This is an optimization exercise on Yosys and OpenROAD, whose aim is small area, a short achievable clock period and few clock cycles per item, not a production implementation.
Where RTL was checked, it was by simulation tests only, not by an equivalence proof against the original.
Only the layout flow was run in runs 1 and 2; the RTL was not checked for function there.

## constraint.sdc

```tcl
create_clock -name core_clock -period 8.0 [get_ports {clk}]
set_input_delay 1.6000 -clock core_clock [delete_from_list [all_inputs] [get_ports {clk}]]
set_output_delay 1.6000 -clock core_clock [all_outputs]
set_load 0.01 [all_outputs]
```

## run.sh

```bash
#!/bin/bash
# synth_recipe.tcl (not shown) runs the flow's synth.tcl, then flattens the netlist and writes it again
# the make line also repeats each setting of config.mk as NAME=value (left out here)
make -C /OpenROAD-flow-scripts/flow DESIGN_CONFIG=/design/flow/config.mk WORK_HOME=/design/flow/orfs CLKGATE_MAP_FILE= SYNTH_SCRIPT=/design/flow/synth_recipe.tcl finish
```

## config.mk

```make
export PLATFORM = sky130hd
export DESIGN_NAME = hdrs_dec
export DESIGN_NICKNAME = hdrs_dec
export VERILOG_FILES = /design/flow/design.v
export SDC_FILE = /design/flow/constraint.sdc
export NUM_CORES = 4
export LEC_CHECK = 0
export ABC_AREA = 1
export CAP_MARGIN = 20
export CORE_MARGIN = 2
export CORE_UTILIZATION = 50
export CTS_CLUSTER_DIAMETER = 80
export CTS_CLUSTER_SIZE = 24
export PLACE_DENSITY = 0.65
export SETUP_SLACK_MARGIN = 4.5
export SLEW_MARGIN = 20
```

## design.v

```verilog
module hdrs_dec (
    input  wire        clk,
    input  wire        rst,
    input  wire        cmd_valid,
    output wire        cmd_ready,
    input  wire        cmd_op,         
    input  wire        cmd_crc_init,   
    input  wire [4:0]  cmd_nsym,
    input  wire        in_valid,
    output wire        in_ready,
    input  wire [7:0]  in_data,
    output wire        val_valid,
    input  wire        val_ready,
    output wire [31:0] val_data,
    output wire        done,
    output wire [1:0]  done_code,      
    output wire [3:0]  done_sym,
    output wire [9:0]  done_info,
    output wire [4:0]  done_count,
    output wire [6:0]  done_bytes,
    output wire [31:0] done_crc
);
    localparam FD = 6;               
    function [31:0] crc_update;
        input [31:0] st;
        input [7:0]  b;
        integer k;
        reg [31:0] c;
        begin
            c = st ^ {24'd0, b};
            for (k = 0; k < 8; k = k + 1)
                c = c[0] ? ((c >> 1) ^ 32'hEDB88320) : (c >> 1);
            crc_update = c;
        end
    endfunction
    localparam PS_IDLE = 3'd0;
    localparam PS_BM0  = 3'd1;
    localparam PS_BM1  = 3'd2;
    localparam PS_FLD  = 3'd3;
    localparam PS_WRD  = 3'd4;
    localparam PS_STOP = 3'd5;
    localparam CK_0  = 3'd0;
    localparam CK_2  = 3'd1;
    localparam CK_6  = 3'd2;
    localparam CK_8  = 3'd3;
    localparam CK_10 = 3'd4;
    localparam CK_16 = 3'd5;
    localparam TK_DELTA = 2'd1;
    localparam TK_WORD  = 2'd2;
    localparam TK_ERR   = 2'd3;
    reg        err;                  
    reg        q_valid, q_op, q_init, q_bad;
    reg [4:0]  q_n;
    reg [7:0]  fb [0:FD-1];
    reg [2:0]  fc;
    reg [2:0]  po;
    reg [2:0]  pav;                  
    reg [31:0] crc;
    reg [31:0] crc_done;
    reg        crc_initp;            
    reg        c_after;              
    reg        crc_owed;             
    reg        bnd_valid;            
    reg [2:0]  bnd_left;
    reg [6:0]  bnd_bytes;
    reg [4:0]  bnd_cnt;
    reg [2:0]  ps;
    reg        p_op;
    reg [4:0]  p_n;
    reg [15:0] p_bm;                 
    reg [1:0]  p_k;
    reg [6:0]  p_bytes;
    reg [2:0]  bp;
    reg [4:0]  p_cnt;
    reg [23:0] acc;
    reg [15:0] bq;
    reg        bq_valid;
    reg [4:0]  bq_n;
    reg        t_valid;
    reg [1:0]  t_kind;
    reg [7:0]  t_pay;
    reg [9:0]  t_pos;
    reg        u_valid;
    reg [1:0]  u_kind;
    reg [7:0]  u_pay;
    reg [9:0]  u_pos;
    reg [31:0] w [0:15];
    reg        r_act;
    reg [15:0] r_bm;
    reg [4:0]  r_n;
    reg [4:0]  r_rem;
    reg [2:0]  r_waste;
    reg [1:0]  r_L;                  
    reg        p15, p14, l15, l14;
    reg        done_r;
    reg        dpend;                
    reg        e_pend;               
    reg [1:0]  d_code;
    reg [3:0]  d_sym;
    reg [9:0]  d_info;
    reg [4:0]  d_count;
    reg [6:0]  d_bytes;
    genvar gi;
    assign in_ready = !err && (fc != FD);
    wire   in_fire  = in_valid && in_ready;
    assign cmd_ready = !q_valid && !err;
    wire   cmd_fire  = cmd_valid && cmd_ready;
    wire       blk     = crc_owed && !done_r;
    wire       ev      = bnd_valid && (bnd_left == 3'd0) && !blk;
    wire       c1      = (po != 3'd0) && !(bnd_valid && bnd_left == 3'd0);
    wire       c2      = (po[2:1] != 2'd0) && !(bnd_valid && bnd_left[2:1] == 2'd0);
    wire [1:0] c_n     = {c2, c1 && !c2};
    wire       c_rst   = crc_initp && c_after;
    wire [31:0] crc_1  = crc_update(c_rst ? 32'hFFFFFFFF : ~crc, fb[0]);
    wire [31:0] crc_nx = ~(c_n[1] ? crc_update(crc_1, fb[1]) : crc_1);
    wire [23:0] w24  = (po[1:0] == 2'd0) ? {fb[0], fb[1], fb[2]} :
                       ((po[1:0] == 2'd1) ? {fb[1], fb[2], fb[3]} : {fb[2], fb[3], fb[4]});
    wire [23:0] wsh  = w24 << bp;
    wire [15:0] W16  = wsh[23:8];
    wire [9:0]  W    = wsh[23:14];
    wire        p_ok = (po <= 3'd2);
    wire [1:0]  nb2  = (bp == 3'd7) ? 2'd2 : 2'd1;
    wire [1:0]  nb6  = (bp >= 3'd3) ? 2'd2 : 2'd1;
    wire [1:0]  nb8  = (bp != 3'd0) ? 2'd2 : 2'd1;
    wire [1:0]  nb10 = (bp == 3'd7) ? 2'd3 : 2'd2;
    wire [1:0]  nb16 = (bp != 3'd0) ? 2'd3 : 2'd2;
    wire        has2  = p_ok && (pav >= {1'b0, nb2});
    wire        has6  = p_ok && (pav >= {1'b0, nb6});
    wire        has8  = p_ok && (pav >= {1'b0, nb8});
    wire        has10 = p_ok && (pav >= {1'b0, nb10});
    wire        has16 = p_ok && (pav >= {1'b0, nb16});
    wire [7:0]  bA, bB;
    generate
        for (gi = 0; gi < 8; gi = gi + 1) begin : g_rev
            assign bA[gi] = W16[15 - gi];
            assign bB[gi] = W16[7 - gi];
        end
    endgenerate
    wire [7:0]  m0, m1;
    generate
        for (gi = 0; gi < 8; gi = gi + 1) begin : g_mask
            assign m0[gi] = (gi < p_n);
            assign m1[gi] = (gi + 8 < p_n);
        end
    endgenerate
    wire        bm_two = (ps == PS_BM0) && (p_n > 5'd8) && has16;
    wire [7:0]  bmA   = bA & ((ps == PS_BM0) ? m0 : m1);
    wire [7:0]  bmB   = bB & m1;
    wire        bm_zero = ((bmA | (bmB & {8{bm_two}}) | ((ps == PS_BM1) ? bq[7:0] : 8'd0)) == 8'd0);
    wire        t_take;
    wire        bq_take;
    wire        t_free   = !u_valid;                            
    wire        acc_free = !(t_valid && t_kind == TK_WORD) &&    
                           !(u_valid && u_kind == TK_WORD);
    wire        bq_free = !bq_valid || bq_take;
    wire        drained = (fc == 3'd0) && !bnd_valid && !t_valid && !bq_valid && !r_act &&
                          !p15 && !p14 && !done_r && !crc_owed && !dpend;
    reg         p_go;
    reg  [2:0]  cons;            
    reg         rec_end;         
    reg         emit;
    reg  [1:0]  e_kind;
    reg  [7:0]  e_pay;
    reg  [1:0]  acc_sh;          
    reg         load_q;
    reg         refuse;
    reg         bq_set;
    reg  [2:0]  ps_n;
    wire [15:0] p_bm_n    = p_bm & (p_bm - 16'd1);
    wire        last_fl   = (p_bm_n == 16'd0);
    wire        q_load_ok = q_valid && !q_bad && bq_free;
    wire        bnd_free  = !bnd_valid || ev;
    always @(*) begin
        p_go      = 1'b0;
        cons      = CK_0;
        rec_end   = 1'b0;
        emit      = 1'b0;
        e_kind    = TK_DELTA;
        e_pay     = W[7:0];
        acc_sh    = 2'd0;
        load_q    = 1'b0;
        refuse    = 1'b0;
        bq_set    = 1'b0;
        ps_n      = ps;
        case (ps)
            PS_IDLE: begin
                if (q_load_ok)
                    load_q = 1'b1;
                else if (q_valid && q_bad && drained)
                    refuse = 1'b1;
            end
            PS_BM0, PS_BM1: begin
                if (has8 && bnd_free) begin
                    p_go   = 1'b1;
                    cons   = bm_two ? CK_16 : CK_8;
                    if (ps == PS_BM0 && p_n > 5'd8 && !bm_two) begin
                        ps_n = PS_BM1;
                    end else begin
                        bq_set = 1'b1;
                        if (bm_zero)
                            rec_end = 1'b1;
                        else
                            ps_n = PS_FLD;
                    end
                end
            end
            PS_FLD: begin
                if (t_free && (!last_fl || bnd_free)) begin
                    case (W[9:8])
                        2'b00: if (has6) begin
                            p_go = 1'b1; emit = 1'b1; cons = CK_6;
                            e_pay = {{4{W[7]}}, W[7:4]};
                            rec_end = last_fl;
                        end
                        2'b01: if (has10) begin
                            p_go = 1'b1; emit = 1'b1; cons = CK_10;
                            rec_end = last_fl;
                        end
                        2'b10: if (has10 && acc_free) begin
                            p_go = 1'b1; cons = CK_10;
                            acc_sh = 2'd1;
                            ps_n = PS_WRD;
                        end
                        default: if (has2) begin
                            p_go = 1'b1; emit = 1'b1; cons = CK_2;
                            e_kind = TK_ERR;
                            ps_n = PS_STOP;
                        end
                    endcase
                end
            end
            PS_WRD: begin
                if (!p_op && p_k == 2'd1) begin
                    if (t_free && acc_free && has16 && (!last_fl || bnd_free)) begin
                        p_go = 1'b1; cons = CK_16;
                        emit = 1'b1; e_kind = TK_WORD; e_pay = W16[7:0];
                        acc_sh = 2'd3;
                        rec_end = last_fl;
                        ps_n = last_fl ? PS_IDLE : PS_WRD;
                    end
                end else if (p_k == 2'd2) begin
                    if (t_free && acc_free && has8 && (!last_fl || bnd_free)) begin
                        p_go = 1'b1; cons = CK_8;
                        emit = 1'b1; e_kind = TK_WORD; e_pay = W16[15:8];
                        rec_end = last_fl;
                        ps_n = last_fl ? PS_IDLE : PS_FLD;
                    end
                end else begin
                    if (acc_free && has16) begin
                        p_go = 1'b1; cons = CK_16;
                        acc_sh = 2'd2;
                    end
                end
            end
            default: ;
        endcase
        if (rec_end) begin
            if (q_load_ok && !bq_set)
                load_q = 1'b1;
            else
                ps_n = PS_IDLE;
        end
        if (err) begin
            p_go = 1'b0; emit = 1'b0; load_q = 1'b0; refuse = 1'b0; acc_sh = 2'd0;
            bq_set = 1'b0; rec_end = 1'b0; cons = CK_0;
        end
    end
    reg  [1:0] pops;
    reg  [2:0] bp_n;
    always @(*) begin
        case (cons)
            CK_2:    begin pops = rec_end ? nb2  : {1'b0, bp[2:1] == 2'd3}; bp_n = bp + 3'd2; end
            CK_6:    begin pops = rec_end ? nb6  : {1'b0, bp >= 3'd2};      bp_n = bp + 3'd6; end
            CK_8:    begin pops = rec_end ? nb8  : 2'd1;                    bp_n = bp;        end
            CK_10:   begin pops = rec_end ? nb10 : ((bp >= 3'd6) ? 2'd2 : 2'd1); bp_n = bp + 3'd2; end
            CK_16:   begin pops = rec_end ? nb16 : 2'd2;                    bp_n = bp;        end
            default: begin pops = 2'd0;                                     bp_n = bp;        end
        endcase
        if (rec_end) bp_n = 3'd0;
    end
    wire [2:0] po_n  = po + {1'b0, pops} - {1'b0, c_n};
    wire [31:0] head = (r_L == 2'd2) ? w[0] : ((r_L == 2'd1) ? w[4] : w[8]);
    wire [32:0] xs   = {head[31], head} + {{25{t_pay[7]}}, t_pay};
    wire [8:0]  lo8  = {1'b0, head[7:0]} + {1'b0, t_pay};
    wire        ovf  = (lo8[8] && !t_pay[7] && head[31:8] == 24'h7FFFFF) ||
                       (!lo8[8] && t_pay[7] && head[31:8] == 24'h800000);
    wire [31:0] nv   = (t_kind == TK_WORD) ? {acc, t_pay} : xs[31:0];
    wire ring_free = !p14;
    wire vv        = p14 || p15;
    wire v_last    = p14 ? l14 : l15;
    wire val_fire  = vv && val_ready;
    wire is_sym    = (r_rem != 5'd0);
    wire need_tok  = is_sym && r_bm[0];
    wire step      = !err && r_act && ring_free && (!need_tok || t_valid);
    wire use_tok   = step && need_tok;
    wire bad       = use_tok && ((t_kind == TK_ERR) || ((t_kind == TK_DELTA) && ovf));
    wire d_want    = dpend || (val_fire && v_last);
    wire d_go      = d_want && crc_owed && !done_r;
    wire e_go      = e_pend && !d_want && !(vv && v_last) && !done_r;
    assign t_take  = use_tok;
    wire rec_last  = is_sym ? ((r_rem == 5'd1) && (r_waste == 3'd0)) : (r_waste == 3'd1);
    wire r_end     = step && rec_last;
    wire r_load    = bq_valid && (!r_act || r_end) && !err;
    assign bq_take = r_load;
    assign val_valid  = vv;
    assign val_data   = p14 ? w[14] : w[15];
    assign done       = done_r;
    assign done_code  = d_code;
    assign done_sym   = d_sym;
    assign done_info  = d_info;
    assign done_count = d_count;
    assign done_bytes = d_bytes;
    assign done_crc   = crc_done;
    integer i;
    always @(posedge clk) begin
        if (step) begin
            for (i = 0; i < 15; i = i + 1)
                w[i] <= w[i + 1];
            w[15] <= use_tok ? nv : head;
        end
        for (i = 0; i < FD; i = i + 1) begin
            if (in_fire && (c2 ? (fc == i + 2) : (c1 ? (fc == i + 1) : (fc == i))))
                fb[i] <= in_data;
            else if (c_n == 2'd1 && i < FD - 1)
                fb[i] <= fb[i + 1];
            else if (c_n == 2'd2 && i < FD - 2)
                fb[i] <= fb[i + 2];
        end
        case (acc_sh)
            2'd1: acc <= {acc[15:0], W[7:0]};
            2'd2: acc <= {acc[7:0], W16};
            2'd3: acc <= {acc[15:0], W16[15:8]};
            default: ;
        endcase
        if (emit && (!t_valid || (t_take && !u_valid))) begin
            t_kind <= e_kind;
            t_pay  <= e_pay;
            t_pos  <= {p_bytes, bp};
        end else if (t_take) begin
            t_kind <= u_kind;
            t_pay  <= u_pay;
            t_pos  <= u_pos;
        end
        if (emit) begin
            u_kind <= e_kind;
            u_pay  <= e_pay;
            u_pos  <= {p_bytes, bp};
        end
        if (p_go && ps == PS_BM0)
            bq <= {bmB & {8{bm_two}}, bmA};
        if (p_go && ps == PS_BM1)
            bq[15:8] <= bmA;
        if (bq_set)
            bq_n <= p_n;
        if (load_q && !q_op) begin
            for (i = 0; i < 16; i = i + 1)
                bq[i] <= (i < q_n);
            bq_n <= q_n;
        end
        if (r_load) begin
            r_bm  <= bq;
            r_n   <= bq_n;
            r_rem <= bq_n;
            if (bq_n > 5'd12) begin
                r_L <= 2'd2; r_waste <= 3'd0 - bq_n[2:0];         
            end else if (bq_n > 5'd8) begin
                r_L <= 2'd1; r_waste <= 3'd4 - bq_n[2:0];         
            end else begin
                r_L <= 2'd0; r_waste <= 3'd0 - bq_n[2:0];         
            end
        end else if (step) begin
            r_bm <= r_bm >> 1;
            if (is_sym) r_rem <= r_rem - 5'd1;
            else        r_waste <= r_waste - 3'd1;
        end
        if (rec_end) begin
            bnd_left  <= po_n;
            bnd_bytes <= p_bytes + {5'd0, pops};
            bnd_cnt   <= (!p_op || ps == PS_BM0 || ps == PS_BM1) ? 5'd0 : p_cnt + 5'd1;
        end else if (bnd_valid) begin
            bnd_left  <= bnd_left - {1'b0, c_n};
        end
        if (rst) begin
            err        <= 1'b0;
            q_valid    <= 1'b0;
            fc         <= 3'd0;
            po         <= 3'd0;
            pav        <= 3'd0;
            crc        <= 32'd0;
            crc_done   <= 32'd0;
            crc_initp  <= 1'b0;
            c_after    <= 1'b1;
            crc_owed   <= 1'b0;
            bnd_valid  <= 1'b0;
            bp         <= 3'd0;
            ps         <= PS_IDLE;
            bq_valid   <= 1'b0;
            t_valid    <= 1'b0;
            u_valid    <= 1'b0;
            r_act      <= 1'b0;
            p15        <= 1'b0;
            p14        <= 1'b0;
            l15        <= 1'b0;
            l14        <= 1'b0;
            done_r     <= 1'b0;
            dpend      <= 1'b0;
            e_pend     <= 1'b0;
        end else begin
            if (cmd_fire) begin
                q_valid <= 1'b1;
                q_op    <= cmd_op;
                q_n     <= cmd_nsym;
                q_init  <= cmd_crc_init;
                q_bad   <= (cmd_nsym == 5'd0) || (cmd_nsym > 5'd16);
            end
            fc <= fc + {2'd0, in_fire} - {1'b0, c_n};
            po <= po_n;
            pav <= pav + {2'd0, in_fire} - {1'b0, pops};
            if (c_n != 2'd0) begin
                crc <= crc_nx;
                if (c_rst) crc_initp <= 1'b0;
            end
            if (ev && !load_q)
                c_after <= 1'b1;
            if (ev) begin
                crc_done <= crc;
                d_bytes  <= bnd_bytes;
                d_count  <= bnd_cnt;
                d_code   <= 2'd0;
            end
            if (rec_end)
                bnd_valid <= 1'b1;
            else if (ev)
                bnd_valid <= 1'b0;
            if (ev)
                crc_owed <= 1'b1;
            else if (done_r)
                crc_owed <= 1'b0;
            bp <= bp_n;
            if (p_go)
                p_bytes <= p_bytes + {5'd0, pops};
            ps <= ps_n;
            if (p_go && (ps == PS_BM0 || ps == PS_BM1)) begin
                p_cnt <= 5'd0;
                if (ps == PS_BM0) p_bm <= {bmB & {8{bm_two}}, bmA};
                else              p_bm[15:8] <= bmA;
            end
            if (ps == PS_WRD && p_go)
                p_k <= (p_k == 2'd2 || (!p_op && p_k == 2'd1)) ? (p_op ? 2'd1 : 2'd0) : p_k + 2'd1;
            if (ps == PS_FLD && acc_sh != 2'd0)
                p_k <= 2'd1;
            if (emit)
            begin
                p_bm  <= p_bm_n;
                p_cnt <= p_cnt + 5'd1;
            end
            if (bq_set)
                bq_valid <= 1'b1;
            else if (bq_take)
                bq_valid <= 1'b0;
            if (refuse) begin
                q_valid <= 1'b0;
                d_code  <= 2'd1;
                d_count <= 5'd0;
            end
            if (load_q) begin
                q_valid <= 1'b0;
                p_op    <= q_op;
                p_n     <= q_n;
                p_bytes <= 7'd0;
                p_k     <= 2'd0;
                if (q_init) crc_initp <= 1'b1;
                c_after <= !(rec_end || (bnd_valid && !ev));
                if (q_op) begin
                    ps <= PS_BM0;
                end else begin
                    ps       <= PS_WRD;
                    for (i = 0; i < 16; i = i + 1)
                        p_bm[i] <= (i < q_n);
                    bq_valid <= 1'b1;
                end
            end
            case ({emit, t_take})
                2'b10: begin
                    if (t_valid) u_valid <= 1'b1;
                    t_valid <= 1'b1;
                end
                2'b01: begin
                    t_valid <= u_valid;
                    u_valid <= 1'b0;
                end
                default: ;
            endcase
            if (r_load)
                r_act <= 1'b1;
            else if (r_end)
                r_act <= 1'b0;
            if (step) begin
                p14 <= p15 && !val_fire;
                l14 <= l15;
                p15 <= is_sym && !bad;
                l15 <= (r_rem == 5'd1);
            end else if (val_fire) begin
                if (p14) p14 <= 1'b0;
                else     p15 <= 1'b0;
            end
            done_r <= d_go || e_go || refuse;
            dpend  <= d_want && !d_go;
            if (bad) begin
                err    <= 1'b1;
                e_pend <= 1'b1;
            end
            if (use_tok && !err) begin       
                d_sym  <= r_n[3:0] - r_rem[3:0];
                d_info <= t_pos;
            end
            if (e_go) begin
                e_pend <= 1'b0;
                d_code <= 2'd2;
            end
        end
    end
endmodule
```

==> results of run 1 <==
final cells by class:
class / instances / area (um2) / share of cell area [%]
inverters: 383 / 1510 / 3.22
repair buffers: 360 / 3560 / 7.61
flip-flops and latches: 854 / 24700 / 52.8
clock buffers: 60 / 1270 / 2.71
well taps: 1040 / 1300 / 2.78
clock inverters: 21 / 307 / 0.655
multi-input cells: 2332 / 14100 / 30.2
repair inverters: 1 / 8.76 / 0.0187
cell usage in the layout, fill, tap and decap left out, types with 80 or more instances in the layout:
cell type  Yosys  layout
nor2_1       262     200
inv_1        365     332
dfxtp_1       95      84
o211ai_1      80      80
buf_4          8     180
nand3_1      204     166
xor2_1        92      85
edfxtp_1     759     759
a21oi_1      133     104
nand2_1      908     851
o21ai_0      242     193
cell families (layout without fill, tap and decap cells):
logic type      Yosys count  after routing  share of synthesized area, %
fa+ha+maj                69             69                          2.38
flops                   854            854                          63.6
mux                       3              3                        0.0870
xor+xnor                134            134                          3.54
buf+inv                 497            825                          5.00
other cells               1              1                       0.00966
compound gates          582            582                          8.75
simple gates           1534           1543                          16.6
metal layers:
| metal | share of wire, % | global-route usage (%) | routed length, um | vias up |
|---|---|---|---|---|
| met2 | 48 | 42.2 | 50600 | 1090 |
| met5 | 0 | 0 | 0 | - |
| met3 | 6.4 | 3.11 | 6790 | 219 |
| li1 | - | - | - | 13300 |
| met4 | 4.1 | 9.09 | 4310 | 0 |
| met1 | 42 | 35.2 | 44600 | 13800 |
worst max-delay path by stage:
stage / startpoint / endpoint / slack (ns) / cells past startpoint
after CTS: bp[1] / bnd_left[2] / 4.13 / 26
after floorplan: r_rem[1] / t_valid / -1.39 / 17
after global placement: bnd_left[2] / bnd_left[1] / 2.75 / 18
final: p_bm[0] / p_bytes[6] / 4.05 / 24
after global routing: p_bm[4] / p_bytes[6] / 3.82 / 24
after detailed placement: bnd_left[2] / bnd_left[1] / 2.79 / 18
synthesized netlist by cell type, types with 16 or more instances:
cell type	n
o21ai_0	242
dfxtp_1	95
clkbuf_1	78
nor2_1	262
edfxtp_1	759
inv_1	365
or2_2	24
nand2_2	21
xor2_1	92
xnor2_1	23
o21a_1	17
nor3_1	24
nand3_1	204
nand2_1	908
buf_2	19
inv_2	16
nand4_1	51
o211ai_1	80
a31oi_1	35
ha_1	61
a21oi_1	133
sequential cells by signal, indices dropped and copies added, names as in the netlist, 16 cells and up:
name      cells
crc_done     32
p_bm         16
acc          24
w           512
fb           48
crc          32
r_bm         16
bq           16
metrics by stage:
| step | utilization (%) | hold slack (ns) | instance area [um2] | worst slack [ns] |
|---|---|---|---|---|
| after floorplan | - | 0.400 | 39000 | -1.39 |
| final | 60.6 | 0.414 | 46800 | 4.05 |
| after CTS | 58.2 | 0.405 | 44900 | 4.13 |
| after global placement | 53.3 | 0.401 | 41200 | 2.75 |
| after global routing | 60.6 | 0.413 | 46800 | 3.82 |
| after detailed placement | 53.3 | 0.405 | 41200 | 2.79 |
timing repair:
| item | 4_1_cts | 5_1_grt |
|---|---|---|
| endpoints found under the setup margin | 659 | 479 |
| pin swaps | 60 | 129 |
| buffers inserted | 124 | 81 |
| resized for setup | 265 | 304 |
| cloned | 18 | 4 |
==> results.toml, run 1 <==
[sta]
max_freq_ghz = 0.253
drv_slew = 0
max_slew_margin_pct = 31.1
setup-tns-final_ns = 0
finalHoldViolations = 0
post-route-min-period_ns = 3.95
clock_skew_ns = 0.0194
rsz0062_at_grt = "true"
timing.final.crit_share_pct = 49.4
setup_viol = 0
worst_slew_pin_slew_ns = 1.03

[floorplan]
dieArea_um2 = 79900
fp.dieH_um = 283
die_x_um = 283
io_pins = 116
num_rows = 102
core_area_um2 = 77200
start_util_pct = 50.3

[drt]
ant_nets = 0
firstDrtPassIters = 6
post_drt_wl_per_cell_um = 21.0
wl_um = 106000
vias = 28400
drt_iter0_markers = 2923
vias_per_cell = 5.62
drc_errors = 0

[critical_path]
cp_cell_sequence = "nor2_4, nand3_1, nand2_1, nand2_1, nor2_2, nand3_2, nor2_4, nand3_4, buf_6, nand4_1, nand2_2, nor2_4, nand3_2, nand2_2, o21ai_4, nand4_1, ha_2, inv_2, fa_2, nor3_4, nand3_2, xor2_2, inv_1, nor2_1"
cp_slowest_cell = "edfxtp_1"
regToRegSetupSlack_ns = 4.05
r2r_end = "p_bytes[6]"
critical_path_required_ns = 8.39
reg2reg_depth = 24
start_kind = "flip-flop"
path_class = "flip-flop to flip-flop"
cp.arrival_ns = 4.34
cp_top_family = "simple AND/OR/NAND/NOR gates"
slowest_delay_ns = 0.47
r2r_start = "p_bm[0]"
crit_buf_inv = 3
end_kind = "flip-flop"
path_max_fanout = 8

[global_route]
grt_max_degree = 102
grt_first_pass_wirelength_um = 155000
track_usage_pct = 25.6
overflow = 0
antenna_found_initial = 0
grt_pass1_vias = 26100

[status]
status = "no timing/DRC/antenna violations"

[clock_network]
numCtsBuffers = 48
insertion_delay_ns = 0.64
htree_num_levels = 2
cts_num_sinks = 854
clockRootBuffer = "clkbuf_16"
cts_tree = "done"
cts_max_path_buffers = 3
ctsHoldBuffers = 0
clkTransAtPathRegs_ns = 0.09

[synth]
avgSynthCellArea_um2 = 10.6
ys_types = 60
yosysSeqAreaShare_pct = 63.6
yosys_warnings = 3
synth_edf_count = 759
async_flop_share_pct = 0
yosysTopAreaCellShare_pct = 58.7
yosysTopAreaCell = "edfxtp_1"
syn_inst = 3674
synth-seq-cells = 854
synth.area.top_cells = "edfxtp_1 59%, nand2_1 8.8%, dfxtp_1 4.9%"
syn_nets = 3763
ys.flop_type = "edfxtp_1"
synth_area_um2 = 38800

[cells_and_area]
n_antenna_cell = 0
layout-drive-gt1-share_pct = 19.2
fin_nets = 4069
syn_to_final_growth_pct = 20.5
instances_no_fill = 5051
nFillCells = 6270

[place]
dp_hpwl_um = 67900
place.gp.congestion = 0.949
portBuffers = 114
placed_cells = 4741

[min_path]
worst_hold_path.endpoint = "w[4][6]"
min_from = "w[5][6]"
hold_path_class = "flip-flop to flip-flop"
min_path_cells = 0

[flow_run]
drv_cap = 0
==> run 2, diff against run 1 <==
--- a/config.mk
+++ b/config.mk
@@ -9,8 +9,6 @@
 export CAP_MARGIN = 20
 export CORE_MARGIN = 2
 export CORE_UTILIZATION = 50
-export CTS_CLUSTER_DIAMETER = 80
-export CTS_CLUSTER_SIZE = 24
 export PLACE_DENSITY = 0.65
 export SETUP_SLACK_MARGIN = 4.5
 export SLEW_MARGIN = 20
==> run 2 against run 1 <==
Compared with the run above:
- hold slack worse by 0.018 ns
- synthesized cell count stayed put
- final area is 3.0% higher
- synthesized area stayed put
- fmax is 3.2% lower
- clock-buffer cell count is 48 higher
- largest cell class unchanged
==> results.toml, run 2 <==
[place]
dp_hpwl_um = 67900
placed_cells = 4741
portBuffers = 114
place_ws_ns = 2.79
place.gp.congestion = 0.949

[synth]
synth_area_um2 = 38800
yosysTopAreaCell = "edfxtp_1"
syn_nets = 3763
yosysTopAreaCellShare_pct = 58.7
yosys_warnings = 3
ys.flop_type = "edfxtp_1"
yosysSeqAreaShare_pct = 63.6
avgSynthCellArea_um2 = 10.6
synth_edf_count = 759
synth-seq-cells = 854
ys_types = 60
async_flop_share_pct = 0
synth.area.top_cells = "edfxtp_1 59%, nand2_1 8.8%, dfxtp_1 4.9%"
post-synth-top-count-cell = "nand2_1"
synth_common_cells = "908 x nand2_1, 759 x edfxtp_1, 365 x inv_1"
syn_inst = 3674

[critical_path]
end_kind = "flip-flop"
cp.arrival_ns = 4.49
critical_path_required_ns = 8.41
cp_slowest_cell = "fa_1"
path_class = "flip-flop to flip-flop"
crit_top_cell = "nand2_1"
start_kind = "flip-flop"
slowest_delay_ns = 0.55
path_max_fanout = 8
cp_cell_sequence = "nor2_4, nand2_1, nor2_2, nand2_1, nand2_1, nand3_2, nor2_4, nand3_4, nand3_2, inv_1, nand3_2, nand3_4, nand2_8, nand2_4, o21a_1, nor2_4, inv_2, fa_1, fa_2, nand2_1, o21ai_1"

[cells_and_area]
instances_no_fill = 5153
nFillCells = 6120
syn_to_final_growth_pct = 24.1
final_util_pct = 62.4
largest_register_ff_count = 512
layout_commonest_cell = "nand2_1"
largest_register = "w"
layout-drive-gt1-share_pct = 20.1
n_antenna_cell = 0
mostFrequentLayoutCells = "857 x nand2_1, 759 x edfxtp_1, 327 x inv_1, 209 x nor2_1, 208 x buf_4"
fin_nets = 4130
largestRegisters = "w (512), fb (48)"

[global_route]
antenna_found_initial = 0
grt_first_pass_wirelength_um = 159000
grt_max_degree = 102
overflow = 0
track_usage_pct = 26.3
grt_pass1_vias = 26800

[clock_network]
numCtsBuffers = 86
clkTransAtPathRegs_ns = 0.07
insertion_delay_ns = 0.66
cts_num_sinks = 854
cts_max_path_buffers = 3
ctsHoldBuffers = 0
htree_num_levels = 3
cts_tree = "done"
clockRootBuffer = "clkbuf_16"

[drt]
dr_wl_met2_um = 51700
wl_met3_um = 7200
wl_um = 109000
vias_per_cell = 5.60
firstDrtPassIters = 6
wl_met1_um = 45400
vias = 28800
ant_nets = 0
drc_errors = 0
post_drt_wl_per_cell_um = 21.1
drt_iter0_markers = 3014
maxUsedRoutingLayer = "met4"

[sta]
max_slew_margin_pct = 31.2
clock_skew_ns = 0.0298
timing.final.crit_share_pct = 51.0
post-route-min-period_ns = 4.08
rsz0062_at_grt = "true"
finalHoldViolations = 0
setup_viol = 0
setup_ws_ns = 3.92
drv_slew = 0
max_freq_ghz = 0.245
worst_slew_pin_slew_ns = 1.03

[floorplan]
fp.dieH_um = 283
start_util_pct = 50.3
io_pins = 116
dieArea_um2 = 79900
num_rows = 102
core_area_um2 = 77200
die_x_um = 283

[min_path]
hold_path_class = "flip-flop to flip-flop"

[flow_run]
drv_cap = 0

[status]
status = "no timing/DRC/antenna violations"
## run 2: cell types whose count changed in the layout (fill, tap and decap cells not counted), moves of 8 or more
| cell | change |
|---|---|
| nor2_2 | -8 |
| nor2_1 | +9 |
| clkbuf_1 | +10 |
| clkbuf_16 | +36 |
| clkinv_2 | +9 |
| buf_4 | +28 |
| clkinv_1 | +19 |
## run 2: cells by family (layout without fill, tap and decap cells)
logic type,after synthesis,count (layout),synth area share (%)
AND/OR/NAND/NOR,1534,1543,16.6
multiplexers,3,3,0.0870
AO/OA/AOI/OAI,582,582,8.75
flip-flops,854,854,63.6
buffers and inverters,497,927,5.00
other,1,1,0.00966
XOR/XNOR,134,134,3.54
adder cells (fa/ha/maj),69,69,2.38
## run 2: layer usage
layer  up-vias  GRT usage (%)
met4         0           9.62
met5         -              0
met2      1177           43.1
met3       280           3.87
li1      13400              -
met1     14000           35.8
## run 2: path summary, 6_finish.rpt
check | slack, ns | endpoint | cells past startpoint | from
hold / removal | 0.40 | w[8][15] | 0 | w[9][15]
setup reg to reg | 3.92 | bnd_left[1] | 21 | p_bm[0]
hold reg to reg | 0.40 | w[8][15] | 0 | w[9][15]
setup / recovery | 3.92 | bnd_left[1] | 21 | p_bm[0]
## run 2: area by class of cell
class	instances	area (um2)	share of cell area [%]
clock inverter	52	606	1.26
sequential	854	24700	51.3
inverter	383	1510	3.12
timing repair inverter	1	8.76	0.0182
multi-input combinational	2332	14100	29.2
clock buffer	108	2240	4.66
tap	1040	1300	2.70
timing repair buffer	383	3710	7.71
## run 2: per-stage QoR
step                setup TNS, ns  hold WS (ns)  cell area [um2]
finish                          0         0.396            48200
global route                    0         0.403            48200
CTS                             0         0.398            46500
detailed placement              0         0.405            41200
global placement                0         0.401            41200
floorplan                 -764.20         0.400            39000
## run 2: repair_timing
item	4_1_cts	5_1_grt
setup buffers	150	80
pin swaps	76	123
cloned	18	3
setup endpoints to repair	654	515
resized for setup	275	272
## run 2: worst max-delay path, delay by kind of cell (launching register included)
kind | cells | cell delay [ns]
simple gates | 15 | 1.93
flops | 1 | 0.47
fa+ha+maj | 2 | 1.01
compound gates | 2 | 0.28
buf+inv | 2 | 0.14
==> run 3, diff against run 2 <==
--- a/design.v
+++ b/design.v
@@ -63,13 +63,15 @@
     reg        bnd_valid;            
     reg [2:0]  bnd_left;
     reg [6:0]  bnd_bytes;
+    reg [1:0]  bnd_pops;             
     reg [4:0]  bnd_cnt;
     reg [2:0]  ps;
     reg        p_op;
     reg [4:0]  p_n;
     reg [15:0] p_bm;                 
     reg [1:0]  p_k;
-    reg [6:0]  p_bytes;
+    reg [6:0]  p_bytes;              
+    reg [1:0]  p_popr;
     reg [2:0]  bp;
     reg [4:0]  p_cnt;
     reg [23:0] acc;
@@ -279,12 +281,16 @@
         if (rec_end) bp_n = 3'd0;
     end
     wire [2:0] po_n  = po + {1'b0, pops} - {1'b0, c_n};
+    wire [6:0] p_be  = p_bytes + {5'd0, p_popr};
     wire [31:0] head = (r_L == 2'd2) ? w[0] : ((r_L == 2'd1) ? w[4] : w[8]);
-    wire [32:0] xs   = {head[31], head} + {{25{t_pay[7]}}, t_pay};
+    wire [23:0] h_up = head[31:8] + 24'd1;
+    wire [23:0] h_dn = head[31:8] - 24'd1;
     wire [8:0]  lo8  = {1'b0, head[7:0]} + {1'b0, t_pay};
     wire        ovf  = (lo8[8] && !t_pay[7] && head[31:8] == 24'h7FFFFF) ||
                        (!lo8[8] && t_pay[7] && head[31:8] == 24'h800000);
-    wire [31:0] nv   = (t_kind == TK_WORD) ? {acc, t_pay} : xs[31:0];
+    wire [31:0] nv   = (t_kind == TK_WORD) ? {acc, t_pay} :
+                       {(lo8[8] && !t_pay[7]) ? h_up : ((!lo8[8] && t_pay[7]) ? h_dn : head[31:8]),
+                        lo8[7:0]};
     wire ring_free = !p14;
     wire vv        = p14 || p15;
     wire v_last    = p14 ? l14 : l15;
@@ -296,7 +302,7 @@
     wire bad       = use_tok && ((t_kind == TK_ERR) || ((t_kind == TK_DELTA) && ovf));
     wire d_want    = dpend || (val_fire && v_last);
     wire d_go      = d_want && crc_owed && !done_r;
-    wire e_go      = e_pend && !d_want && !(vv && v_last) && !done_r;
+    wire e_go      = e_pend && !dpend && !vv && !done_r;
     assign t_take  = use_tok;
     wire rec_last  = is_sym ? ((r_rem == 5'd1) && (r_waste == 3'd0)) : (r_waste == 3'd1);
     wire r_end     = step && rec_last;
@@ -335,7 +341,7 @@
         if (emit && (!t_valid || (t_take && !u_valid))) begin
             t_kind <= e_kind;
             t_pay  <= e_pay;
-            t_pos  <= {p_bytes, bp};
+            t_pos  <= {p_be, bp};
         end else if (t_take) begin
             t_kind <= u_kind;
             t_pay  <= u_pay;
@@ -344,7 +350,7 @@
         if (emit) begin
             u_kind <= e_kind;
             u_pay  <= e_pay;
-            u_pos  <= {p_bytes, bp};
+            u_pos  <= {p_be, bp};
         end
         if (p_go && ps == PS_BM0)
             bq <= {bmB & {8{bm_two}}, bmA};
@@ -375,7 +381,8 @@
         end
         if (rec_end) begin
             bnd_left  <= po_n;
-            bnd_bytes <= p_bytes + {5'd0, pops};
+            bnd_bytes <= p_be;
+            bnd_pops  <= pops;
             bnd_cnt   <= (!p_op || ps == PS_BM0 || ps == PS_BM1) ? 5'd0 : p_cnt + 5'd1;
         end else if (bnd_valid) begin
             bnd_left  <= bnd_left - {1'b0, c_n};
@@ -424,7 +431,7 @@
                 c_after <= 1'b1;
             if (ev) begin
                 crc_done <= crc;
-                d_bytes  <= bnd_bytes;
+                d_bytes  <= bnd_bytes + {5'd0, bnd_pops};
                 d_count  <= bnd_cnt;
                 d_code   <= 2'd0;
             end
@@ -437,8 +444,8 @@
             else if (done_r)
                 crc_owed <= 1'b0;
             bp <= bp_n;
-            if (p_go)
-                p_bytes <= p_bytes + {5'd0, pops};
+            p_bytes <= p_be;
+            p_popr  <= pops;
             ps <= ps_n;
             if (p_go && (ps == PS_BM0 || ps == PS_BM1)) begin
                 p_cnt <= 5'd0;
@@ -468,6 +475,7 @@
                 p_op    <= q_op;
                 p_n     <= q_n;
                 p_bytes <= 7'd0;
+                p_popr  <= 2'd0;
                 p_k     <= 2'd0;
                 if (q_init) crc_initp <= 1'b1;
                 c_after <= !(rec_end || (bnd_valid && !ev));
--- a/config.mk
+++ b/config.mk
@@ -9,6 +9,8 @@
 export CAP_MARGIN = 20
 export CORE_MARGIN = 2
 export CORE_UTILIZATION = 50
+export CTS_CLUSTER_DIAMETER = 80
+export CTS_CLUSTER_SIZE = 24
 export PLACE_DENSITY = 0.65
-export SETUP_SLACK_MARGIN = 4.5
+export SETUP_SLACK_MARGIN = 5
 export SLEW_MARGIN = 20
==> run 3 against run 2 <==
Compared with the run above:
- core utilization increased by 2.4 points
- hold slack improved by 0.00096 ns
- routed wire length increased by 3.1%
- synthesized cell count increased by 0.68%
==> results.toml, run 3 <==
[drt]
ant_nets = 0
vias = 29200
vias_per_cell = 5.64
post_drt_wl_per_cell_um = 21.7
wl_um = 112000
drt_iter0_markers = 3156
drc_errors = 0
firstDrtPassIters = 6

[sta]
setup_ws_ns = 3.85
setup_viol = 0
finalHoldViolations = 0
worst_slew_pin_slew_ns = 1.06
rsz0062_at_grt = "true"
timing.final.crit_share_pct = 51.9
setup-tns-final_ns = 0
hold_slack_ns = 0.397
clock_skew_ns = 0.0493
max_slew_margin_pct = 28.5
post-route-min-period_ns = 4.15
max_freq_ghz = 0.241
drv_slew = 0

[global_route]
track_usage_pct = 26.8
antenna_found_initial = 1
grt_pass1_vias = 26800
overflow = 0
grt_first_pass_wirelength_um = 162000
grt_max_degree = 103

[synth]
synth-seq-cells = 858
async_flop_share_pct = 0
avgSynthCellArea_um2 = 10.4
ys_types = 67
syn_nets = 3771
synth_edf_count = 763
syn_inst = 3699
synth_area_um2 = 38600
yosys_warnings = 3
ys.flop_type = "edfxtp_1"
yosysTopAreaCell = "edfxtp_1"
post-synth-top-count-cell = "nand2_1"
synth.area.top_cells = "edfxtp_1 59%, nand2_1 9.3%, dfxtp_1 4.9%"
yosysSeqAreaShare_pct = 64.2
yosysTopAreaCellShare_pct = 59.3
synth_common_cells = "954 x nand2_1, 763 x edfxtp_1, 360 x inv_1"

[place]
place_ws_ns = 2.21
dp_hpwl_um = 67900
portBuffers = 114
place.gp.congestion = 0.975

[cells_and_area]
largest_register = "w"
layout-drive-gt1-share_pct = 25.7
n_antenna_cell = 0
largest_register_ff_count = 512
largestRegisters = "w (512), fb (48)"
syn_to_final_growth_pct = 27.9
layout_commonest_cell = "nand2_1"
final_util_pct = 64.9
fin_nets = 4199
mostFrequentLayoutCells = "771 x nand2_1, 763 x edfxtp_1, 313 x inv_1, 244 x nor2_1, 190 x buf_4"

[critical_path]
slowest_delay_ns = 0.49
crit_buf_inv = 5
path_class = "flip-flop to flip-flop"
path_max_fanout = 6
regToRegSetupSlack_ns = 3.85
r2r_start = "p_bm[3]"
reg2reg_depth = 25
r2r_end = "bnd_left[2]"
cp.arrival_ns = 4.56
end_kind = "flip-flop"
critical_path_required_ns = 8.42
cp_slowest_cell = "fa_1"
start_kind = "flip-flop"
cp_top_family = "simple AND/OR/NAND/NOR gates"

[clock_network]
clockRootBuffer = "clkbuf_16"
ctsHoldBuffers = 0
cts_num_sinks = 858
cts_tree = "done"
cts_max_path_buffers = 3
insertion_delay_ns = 0.66
htree_num_levels = 2
numCtsBuffers = 47
clkTransAtPathRegs_ns = 0.09

[floorplan]
dieArea_um2 = 79500
die_x_um = 282
io_pins = 116
core_area_um2 = 76200
start_util_pct = 50.7
fp.dieH_um = 282
num_rows = 101

[min_path]
worst_hold_path.endpoint = "w[1][3]"
min_path_cells = 0
hold_path_class = "flip-flop to flip-flop"
min_from = "w[2][3]"

[status]
status = "no timing/DRC/antenna violations"

[flow_run]
drv_cap = 0
-- run 3: changes by cell type after synthesis, moves of 7 or more --
cell	change
o21a_1	-9
nand2_1	+46
xor2_1	+7
a21oi_1	-13
buf_1	+8
o21ai_1	+22
a31oi_1	-9
xnor2_1	+14
ha_1	-18
o211ai_1	-19
nor2_1	+30
or2_2	-16
nand2_2	-11
-- run 3: per-layer routing --
layer / global-route usage, % / vias up / wire length (um)
met5: 0 / - / 13
met4: 9.21 / 2 / 4610
met3: 3.88 / 260 / 8350
met2: 44.1 / 1215 / 54000
met1: 36.6 / 14200 / 45300
li1: - / 13500 / -
-- run 3: final cells by class --
class	instances	area, um2
fill	5860	26800
sequential	858	24900
multi-input combinational	2357	15000
timing repair buffer	470	5030
inverter	378	1590
tap	1030	1290
clock buffer	53	1220
clock inverter	17	299
timing repair inverter	15	140
-- run 3: through the flow --
| step | instance area (um2) | std cells |
|---|---|---|
| finish | 49400 | 5178 |
| global route | 49400 | 5178 |
| CTS | 46300 | 5047 |
| detailed placement | 40900 | 4751 |
| global placement | 40900 | 4751 |
| floorplan | 38700 | 3699 |
-- run 3: worst max-delay path by stage --
stage                  end  depth (start not counted)     start  slack, ns
6_report       bnd_left[2]                         25   p_bm[3]       3.85
3_5_place_dp   bnd_left[2]                         28     bp[1]       2.21
3_3_place_gp   bnd_left[2]                         28     bp[1]       2.30
2_1_floorplan    t_kind[0]                         16  r_rem[1]      -1.25
4_1_cts        bnd_left[2]                         25   p_bm[1]       3.94
5_1_grt              po[2]                         26   p_bm[0]       3.67
-- run 3: timing repair --
action | 4_1_cts | 5_1_grt
pin swaps | 100 | 133
setup endpoints to repair | 773 | 579
gates resized for setup | 790 | 487
gates cloned | 34 | 17
buffers inserted | 192 | 114
-- run 3: cells by family (layout without fill, tap and decap cells) --
| group | count (synthesis) | in the layout | share of synthesized area [%] |
|---|---|---|---|
| other cells | 1 | 1 | 0.00971 |
| xor+xnor | 144 | 144 | 3.45 |
| fa+ha+maj | 52 | 52 | 1.86 |
| mux | 1 | 1 | 0.0292 |
| flops | 858 | 858 | 64.2 |
| compound gates | 562 | 562 | 8.42 |
| simple gates | 1580 | 1597 | 17.0 |
| buf+inv | 501 | 933 | 5.03 |
Testbench counts of run 3, summed over its fixed seeds: cycles 14,081, symbols 9,235.
==> run 4, diff against run 3 <==
--- a/config.mk
+++ b/config.mk
@@ -12,5 +12,6 @@
 export CTS_CLUSTER_DIAMETER = 80
 export CTS_CLUSTER_SIZE = 24
 export PLACE_DENSITY = 0.65
-export SETUP_SLACK_MARGIN = 5
+export SETUP_SLACK_MARGIN = 4.5
 export SLEW_MARGIN = 20
+export TNS_END_PERCENT = 0
==> run 4 against run 3 <==
Compared with the run above:
- flip-flop and latch count stayed put
- first-iteration DRC count is 5.3% lower
- clock skew is 0.0018 ns higher
- sequential share of layout area is 6.6 points higher
- hold slack better by 0.0057 ns
- final area is 12% lower
- fmax is 5.2% lower
- register-to-register slack worse by 0.23 ns
- global-route usage is 2.3 points lower
==> results.toml, run 4 <==
[clock_network]
htree_num_levels = 2
numCtsBuffers = 49
cts_num_sinks = 858
cts_max_path_buffers = 3
insertion_delay_ns = 0.66
cts_tree = "done"
clkTransAtPathRegs_ns = 0.09
clockRootBuffer = "clkbuf_16"

[synth]
post-synth-top-count-cell = "nand2_1"
syn_inst = 3699
yosysSeqAreaShare_pct = 64.2
avgSynthCellArea_um2 = 10.4
syn_nets = 3771
yosys_warnings = 3
synth_common_cells = "954 x nand2_1, 763 x edfxtp_1, 360 x inv_1"
async_flop_share_pct = 0
synth.area.top_cells = "edfxtp_1 59%, nand2_1 9.3%, dfxtp_1 4.9%"
synth_area_um2 = 38600
synth-seq-cells = 858
yosysTopAreaCellShare_pct = 59.3
yosysTopAreaCell = "edfxtp_1"
ys.flop_type = "edfxtp_1"
ys_types = 67
synth_edf_count = 763

[sta]
finalHoldViolations = 0
post-route-min-period_ns = 4.37
setup_viol = 0
setup-tns-final_ns = 0
max_slew_margin_pct = 31.3
max_freq_ghz = 0.229
worst_slew_pin_slew_ns = 1.03
rsz0062_at_grt = "true"
timing.final.crit_share_pct = 54.7
clock_skew_ns = 0.0511
drv_slew = 0

[floorplan]
io_pins = 116
start_util_pct = 50.7
num_rows = 101
dieArea_um2 = 79500
fp.dieH_um = 282
die_x_um = 282
core_area_um2 = 76200

[drt]
firstDrtPassIters = 6
vias_per_cell = 5.49
wl_um = 98500
ant_nets = 0
post_drt_wl_per_cell_um = 20.1
drc_errors = 0
drt_iter0_markers = 2988
vias = 27000

[status]
status = "no timing/DRC/antenna violations"

[global_route]
antenna_found_initial = 1
track_usage_pct = 24.6
grt_max_degree = 185
overflow = 0
grt_first_pass_wirelength_um = 150000
grt_pass1_vias = 25300

[cells_and_area]
syn_to_final_growth_pct = 12.9
largest_register_ff_count = 512
nFillCells = 6468
mostFrequentLayoutCells = "937 x nand2_1, 763 x edfxtp_1, 346 x inv_1, 265 x nor2_1, 241 x o21ai_0"
final_util_pct = 57.2
seqCellArea_um2 = 24800
largestRegisters = "w (512), fb (48)"
multi_input_area_um2 = 12400
fin_nets = 3928
layout-drive-gt1-share_pct = 8.99
layout_commonest_cell = "nand2_1"
largest_register = "w"

[min_path]
hold_path_class = "flip-flop to flip-flop"

[critical_path]
slowest_delay_ns = 0.47
path_max_fanout = 5
start_kind = "flip-flop"
end_kind = "flip-flop"
cp_slowest_cell = "edfxtp_1"
path_class = "flip-flop to flip-flop"
critical_path_required_ns = 8.50
cp.arrival_ns = 4.87
crit_top_cell = "buf_4"

[place]
dp_hpwl_um = 67300
portBuffers = 114
place.gp.congestion = 0.978

[flow_run]
drv_cap = 0
## run 4: cell counts after synthesis
Identical to the previous run, type by type.
## run 4: cells by family after synthesis
logic type      share of synthesized area [%]
fa+ha+maj                                1.86
mux                                    0.0292
flops                                    64.2
simple gates                             17.0
other cells                           0.00971
buf+inv                                  5.03
xor+xnor                                 3.45
compound gates                           8.42
## run 4: area by class of cell
cell class | count | share of cell area, %
well taps | 1030 | 2.95
flip-flops and latches | 858 | 56.9
inverters | 378 | 3.34
clock buffers | 54 | 2.97
multi-input cells | 2345 | 28.3
clock inverters | 21 | 0.766
diodes | 1 | 0.00574
repair buffers | 221 | 4.64
repair inverters | 3 | 0.0402
## run 4: worst paths after layout
kind | from | endpoint | slack [ns] | cells after the start
min reg2reg | w[12][4] | w[11][4] | 0.40 | 0
max reg2reg | p_bm[3] | p_bm[10] | 3.63 | 35
min | w[12][4] | w[11][4] | 0.40 | 0
max | p_bm[3] | p_bm[10] | 3.63 | 35
## run 4: repair_timing
action | 4_1_cts | 5_1_grt
endpoints found under the setup margin | 694 | 694
buffers inserted | 59 | 15
gates resized for setup | 114 | 14
cloned | 7 | 2
hold buffers | 0 | 0
pin swaps | 41 | 14
## run 4: per-stage QoR
| stage | cell area [um2] | instances | setup slack, ns | hold WS [ns] |
|---|---|---|---|---|
| after floorplan | 38700 | 3699 | -1.27 | 0.400 |
| after global placement | 40900 | 4750 | 2.35 | 0.400 |
| after detailed placement | 40900 | 4750 | 2.20 | 0.405 |
| after CTS | 43400 | 4891 | 3.90 | 0.392 |
| after global routing | 43600 | 4910 | 3.48 | 0.400 |
| final | 43600 | 4911 | 3.63 | 0.402 |
## run 4: per-layer routing
layer	up-vias	global-route usage [%]	routed length (um)
li1	12900	-	-
met1	13000	34.4	43700
met2	897	40.5	46100
met3	152	3.18	6060
met4	0	6.78	2720
met5	-	0	0
## run 4: worst max-delay path: cells and delay by family (launching register included)
family                 cells  cell delay [ns]
buffers and inverters     26             3.15
flip-flops                 1             0.47
AND/OR/NAND/NOR            9             0.64
==> run 5, diff against run 4 <==
--- a/config.mk
+++ b/config.mk
@@ -14,4 +14,3 @@
 export PLACE_DENSITY = 0.65
 export SETUP_SLACK_MARGIN = 4.5
 export SLEW_MARGIN = 20
-export TNS_END_PERCENT = 0
==> run 5 against run 4 <==
Compared with the run above:
- synthesized cell count unchanged
- non-clock buffer count is 82 higher
- first-iteration DRC count decreased by 5.3%
- routed wire length grew 6.1%
- clock-buffer cell count shrank 1
- register-to-register slack better by 0.26 ns
- critical path type unchanged
==> results.toml, run 5 <==
[drt]
drc_errors = 0
maxUsedRoutingLayer = "met4"
drt_iter0_markers = 2831
dr_wl_met2_um = 49800
vias_per_cell = 5.58
post_drt_wl_per_cell_um = 20.9
firstDrtPassIters = 6
wl_met1_um = 44600
vias = 27900
wl_met3_um = 6600
ant_nets = 0
wl_um = 105000

[clock_network]
clockRootBuffer = "clkbuf_16"
htree_num_levels = 2
clkTransAtPathRegs_ns = 0.09
cts_num_sinks = 858
insertion_delay_ns = 0.65
cts_max_path_buffers = 3
cts_tree = "done"
numCtsBuffers = 47

[critical_path]
end_kind = "flip-flop"
start_kind = "flip-flop"
path_class = "flip-flop to flip-flop"
cp.arrival_ns = 4.52
path_max_fanout = 6
critical_path_required_ns = 8.40

[global_route]
overflow = 0
grt_pass1_vias = 25800
track_usage_pct = 25.6
antenna_found_initial = 0
grt_max_degree = 103
grt_first_pass_wirelength_um = 155000

[synth]
yosysSeqAreaShare_pct = 64.2
syn_inst = 3699
async_flop_share_pct = 0
synth-seq-cells = 858
synth_edf_count = 763
yosys_warnings = 3
ys_types = 67
synth.area.top_cells = "edfxtp_1 59%, nand2_1 9.3%, dfxtp_1 4.9%"
post-synth-top-count-cell = "nand2_1"
ys.flop_type = "edfxtp_1"
synth_common_cells = "954 x nand2_1, 763 x edfxtp_1, 360 x inv_1"
yosysTopAreaCellShare_pct = 59.3
yosysTopAreaCell = "edfxtp_1"
avgSynthCellArea_um2 = 10.4
synth_area_um2 = 38600
syn_nets = 3771

[sta]
drv_slew = 0
setup_viol = 0
setup_ws_ns = 3.88
clock_skew_ns = 0.0508
rsz0062_at_grt = "true"
finalHoldViolations = 0
timing.final.crit_share_pct = 51.5
post-route-min-period_ns = 4.12
hold_slack_ns = 0.401
max_freq_ghz = 0.243
max_slew_margin_pct = 28.6
worst_slew_pin_slew_ns = 1.07

[min_path]
hold_path_class = "flip-flop to flip-flop"

[cells_and_area]
seqCellArea_um2 = 24800
n_antenna_cell = 0
nFillCells = 6221
syn_to_final_growth_pct = 18.5
layout_commonest_cell = "nand2_1"
multi_input_area_um2 = 13500
largestRegisters = "w (512), fb (48)"
final_util_pct = 60.1
largest_register_ff_count = 512
mostFrequentLayoutCells = "888 x nand2_1, 763 x edfxtp_1, 327 x inv_1, 245 x nor2_1, 187 x o21ai_0"
fin_nets = 4013
layout-drive-gt1-share_pct = 16.2
largest_register = "w"

[place]
place.gp.congestion = 0.975
place_ws_ns = 2.21
portBuffers = 114
dp_hpwl_um = 67900

[floorplan]
dieArea_um2 = 79500
io_pins = 116
fp.dieH_um = 282
die_x_um = 282
num_rows = 101
core_area_um2 = 76200
start_util_pct = 50.7

[flow_run]
drv_cap = 0

[status]
status = "no timing/DRC/antenna violations"
==> run 5: changes by cell type in the layout (fill, tap and decap cells not counted), sizes merged, moves of 2 or more <==
cell and delta:
buf +79, nand2 +3, clkdlybuf4s15 +3, clkinv -2
clkbuf +20, inv -5, bufbuf +6, clkinvlp +3
clkdlybuf4s50 -34, dlygate4sd2 +7
==> run 5: final cells by class <==
cell class	instances	area share, %
sequential	858	54.3
multi-input combinational	2349	29.5
timing repair buffer	303	6.67
inverter	378	3.32
tap	1030	2.81
clock buffer	53	2.66
clock inverter	17	0.653
timing repair inverter	4	0.0629
==> run 5: per-layer routing <==
| layer | global-route usage [%] | vias up |
|---|---|---|
| met5 | 0 | - |
| met4 | 7.91 | 0 |
| met3 | 2.89 | 174 |
| met2 | 42.0 | 986 |
| met1 | 35.8 | 13600 |
| li1 | - | 13100 |
==> run 5: path summary, 6_finish.rpt <==
| check | slack [ns] | depth (start not counted) | startpoint | endpoint |
|---|---|---|---|---|
| min | 0.40 | 0 | w[2][3] | w[1][3] |
| max | 3.88 | 24 | p_bm[2] | bnd_left[2] |
| min reg2reg | 0.40 | 0 | w[2][3] | w[1][3] |
| max reg2reg | 3.88 | 24 | p_bm[2] | bnd_left[2] |
==> run 5: per-stage QoR <==
stage	setup TNS [ns]	cells	area [um2]
6_report	0	4992	45800
5_1_grt	0	4992	45800
4_1_cts	0	4928	44400
3_5_place_dp	0	4751	40900
3_3_place_gp	0	4751	40900
2_1_floorplan	-612.70	3699	38700
==> run 5: cells by family (layout without fill, tap and decap cells) <==
group | after synthesis | in the layout | synth area share [%]
compound gates | 562 | 562 | 8.42
xor+xnor | 144 | 144 | 3.45
fa+ha+maj | 52 | 52 | 1.86
buf+inv | 501 | 755 | 5.03
flops | 858 | 858 | 64.2
mux | 1 | 1 | 0.0292
other cells | 1 | 1 | 0.00971
simple gates | 1580 | 1589 | 17.0
==> run 5: repair_timing <==
action / 4_1_cts / 5_1_grt
hold buffers: 0 / 0
cloned: 21 / 5
pin swaps: 59 / 71
buffers inserted: 86 / 59
setup endpoints to repair: 597 / 384
resized for setup: 338 / 269
==> run 5: critical path, cell delays in order (launching register included) <==
cell and delay, ns:
edfxtp_1 0.48, nor2_4 0.19, nand2_1 0.11, nor2_4 0.15, nand3_2 0.08, nand2_2 0.09, nand3_2 0.08, nor2_4 0.21
nand3_4 0.21, buf_6 0.20, buf_6 0.11, nand4_1 0.08, nand3_2 0.11, nand2_2 0.12, nor2_2 0.06, nand3_2 0.07
o21ai_2 0.06, nor2_2 0.15, inv_2 0.07, fa_1 0.49, fa_2 0.36, xnor2_2 0.14, xor2_1 0.14, inv_1 0.08
o21ai_1 0.06
==> run 6, diff against run 5 <==
--- a/config.mk
+++ b/config.mk
@@ -8,9 +8,10 @@
 export ABC_AREA = 1
 export CAP_MARGIN = 20
 export CORE_MARGIN = 2
-export CORE_UTILIZATION = 50
+export CORE_UTILIZATION = 55
 export CTS_CLUSTER_DIAMETER = 80
 export CTS_CLUSTER_SIZE = 24
-export PLACE_DENSITY = 0.65
+export PLACE_DENSITY = 0.7
 export SETUP_SLACK_MARGIN = 4.5
 export SLEW_MARGIN = 20
+export TNS_END_PERCENT = 10
==> run 6 against run 5 <==
Compared with the run above:
- still clean
- sequential share of layout area is 1.3 points higher
- final cell count is 2.0% lower
- routed wire length is 2.7% lower
- flip-flop and latch count stayed put
- synthesized cell count stayed put
- critical path type unchanged
- critical endpoint is now p_bm[7]
==> results.toml, run 6 <==
[critical_path]
cp.arrival_ns = 4.63
crit_top_cell = "buf_4"
critical_path_required_ns = 8.37
path_max_fanout = 6
path_class = "flip-flop to flip-flop"
start_kind = "flip-flop"
cp_slowest_cell = "edfxtp_1"
end_kind = "flip-flop"
slowest_delay_ns = 0.44

[synth]
avgSynthCellArea_um2 = 10.4
synthMuxAreaShare_pct = 0.0292
ys_types = 67
synth.area.top_cells = "edfxtp_1 59%, nand2_1 9.3%, dfxtp_1 4.9%"
yosysTopAreaCell = "edfxtp_1"
syn_nets = 3771
synth_top_family_by_area = "simple AND/OR/NAND/NOR gates"
synth_common_cells = "954 x nand2_1, 763 x edfxtp_1, 360 x inv_1"
synth_xor_area_share_pct = 3.45
yosys_warnings = 3
post-synth-top-count-cell = "nand2_1"
synth_edf_count = 763
synth_area_um2 = 38600
synth_compound_gate_area_share_pct = 8.42
yosysTopAreaCellShare_pct = 59.3
async_flop_share_pct = 0
yosysSeqAreaShare_pct = 64.2
synth-seq-cells = 858
synth-simple-area-share_pct = 17.0
syn_inst = 3699
ys.flop_type = "edfxtp_1"
synth_fa_ha_area_share_pct = 1.86

[sta]
setup-tns-final_ns = 0
worst_slew_pin_slew_ns = 1.06
max_slew_margin_pct = 28.8
timing.final.crit_share_pct = 53.3
rsz0062_at_grt = "true"
clock_skew_ns = 0.0199
max_freq_ghz = 0.235
drv_slew = 0
finalHoldViolations = 0
setup_viol = 0
post-route-min-period_ns = 4.26

[place]
portBuffers = 114
place.gp.congestion = 0.966
placed_cells = 4659
dp_hpwl_um = 67200
post_dp_cell_area_um2 = 40700

[global_route]
track_usage_pct = 27.9
antenna_found_initial = 1
grt_first_pass_wirelength_um = 153000
grt_max_degree = 94
met3_usage_pct = 4.00
overflow = 0
met1_usage_pct = 37.8
grt_pass1_vias = 26400
gr-usage-met2_pct = 46.1
gr-max-usage-layer = "met2"

[drt]
drc_errors = 0
vias = 27900
post_drt_wl_per_cell_um = 20.8
wl_um = 102000
vias_per_cell = 5.69
ant_nets = 0
drt_iter0_markers = 3272
firstDrtPassIters = 8

[cells_and_area]
mostFrequentLayoutCells = "921 x nand2_1, 763 x edfxtp_1, 338 x inv_1, 248 x nor2_1, 221 x o21ai_0"
multi_input_area_um2 = 12900
instances_no_fill = 4893
largest_register_ff_count = 512
final_cell_area_um2 = 44700
fin_nets = 4009
n_antenna_cell = 0
largest_register = "w"
nFillCells = 5436
largestRegisters = "w (512), fb (48)"
syn_to_final_growth_pct = 15.6
layout_commonest_cell = "nand2_1"
layout-drive-gt1-share_pct = 12.9
seqCellArea_um2 = 24800

[clock_network]
cts_tree = "done"
insertion_delay_ns = 0.63
htree_num_levels = 2
clkTransAtPathRegs_ns = 0.09
clockRootBuffer = "clkbuf_16"
cts_max_path_buffers = 3
cts_num_sinks = 858
numCtsBuffers = 45
ctsHoldBuffers = 0

[floorplan]
num_rows = 97
io_pins = 116
fp.dieH_um = 269
start_util_pct = 55.3
die_x_um = 269
dieArea_um2 = 72400
core_area_um2 = 69800

[flow_run]
drv_cap = 0

[status]
status = "no timing/DRC/antenna violations"

[min_path]
hold_path_class = "flip-flop to flip-flop"
-- run 6: cell counts after synthesis --
Identical to the previous run, type by type.
-- run 6: per-layer routing --
metal  routed length (um)  up-vias
met1                42600    13500
met3                 6720      238
met4                 4120        2
li1                     -    13100
met2                48200     1066
met5                   13        -
-- run 6: metrics by stage --
| step | utilization [%] | worst slack, ns | hold slack (ns) |
|---|---|---|---|
| after CTS | 63.2 | 3.93 | 0.415 |
| final | 64.0 | 3.74 | 0.419 |
| after global routing | 64.0 | 3.58 | 0.412 |
| after floorplan | - | -1.25 | 0.400 |
| after global placement | 58.4 | 2.38 | 0.400 |
| after detailed placement | 58.4 | 2.21 | 0.405 |
-- run 6: cell type report --
| class | count | area share [%] |
|---|---|---|
| multi-input cells | 2346 | 28.8 |
| flip-flops and latches | 858 | 55.6 |
| well taps | 940 | 2.63 |
| clock buffers | 49 | 2.58 |
| clock inverters | 14 | 0.387 |
| inverters | 378 | 3.30 |
| repair buffers | 306 | 6.65 |
| repair inverters | 2 | 0.0224 |
-- run 6: path summary, 6_finish.rpt --
kind	depth (start not counted)	to	slack, ns	startpoint
max	32	p_bm[7]	3.74	p_bm[0]
min	0	w[10][0]	0.42	w[11][0]
max reg2reg	32	p_bm[7]	3.74	p_bm[0]
min reg2reg	0	w[10][0]	0.42	w[11][0]
-- run 6: cells by family (layout without fill, tap and decap cells) --
| family | count (synthesis) | in the layout |
|---|---|---|
| adder cells (fa/ha/maj) | 52 | 52 |
| buffers and inverters | 501 | 749 |
| multiplexers | 1 | 1 |
| AND/OR/NAND/NOR | 1580 | 1586 |
| flip-flops | 858 | 858 |
| other | 1 | 1 |
| AO/OA/AOI/OAI | 562 | 562 |
| XOR/XNOR | 144 | 144 |
-- run 6: what timing repair did --
action | in CTS | in global routing
buffers inserted | 141 | 17
setup endpoints to repair | 744 | 594
pin swaps | 72 | 47
gates resized for setup | 223 | 112
gates cloned | 12 | 1
-- run 6: critical path: cells and delay by family (launching register included) --
family,cells,cell delay (ns)
AO/OA/AOI/OAI,1,0.04
buffers and inverters,24,2.78
flip-flops,1,0.44
AND/OR/NAND/NOR,7,0.76

## what the ideal ports hide
No port has a modelled driver above. Below, the same layouts with a new extraction and two added sets of constraints.
Step 1 sets driving cells, clkbuf_16 on the clock port and buf_2 on the other inputs (assumed; they add their load-dependent delay and slew).
Step 2 also shifts input and output timing later by t, the mid clock arrival at the registers, as if the neighbouring blocks saw the same clock.
Slacks: ideal ports / drivers / drivers and shift; pairs: ideal ports / drivers.
run | shift t [ns] | slack for setup (ns) | cell pins on the clock port's net
run 1 | 0.692 | 4.050 / 4.050 / 4.050 | 1
run 2 | 0.712 | 3.919 / 3.919 / 3.919 | 1
run 3 | 0.699 | 3.851 / 3.851 / 3.851 | 1
run 4 | 0.701 | 3.625 / 3.625 / 3.625 | 1
run 5 | 0.686 | 3.884 / 3.884 / 3.884 | 1
run 6 | 0.685 | 3.736 / 3.736 / 3.736 | 1
After both steps every run listed still meets setup and hold.
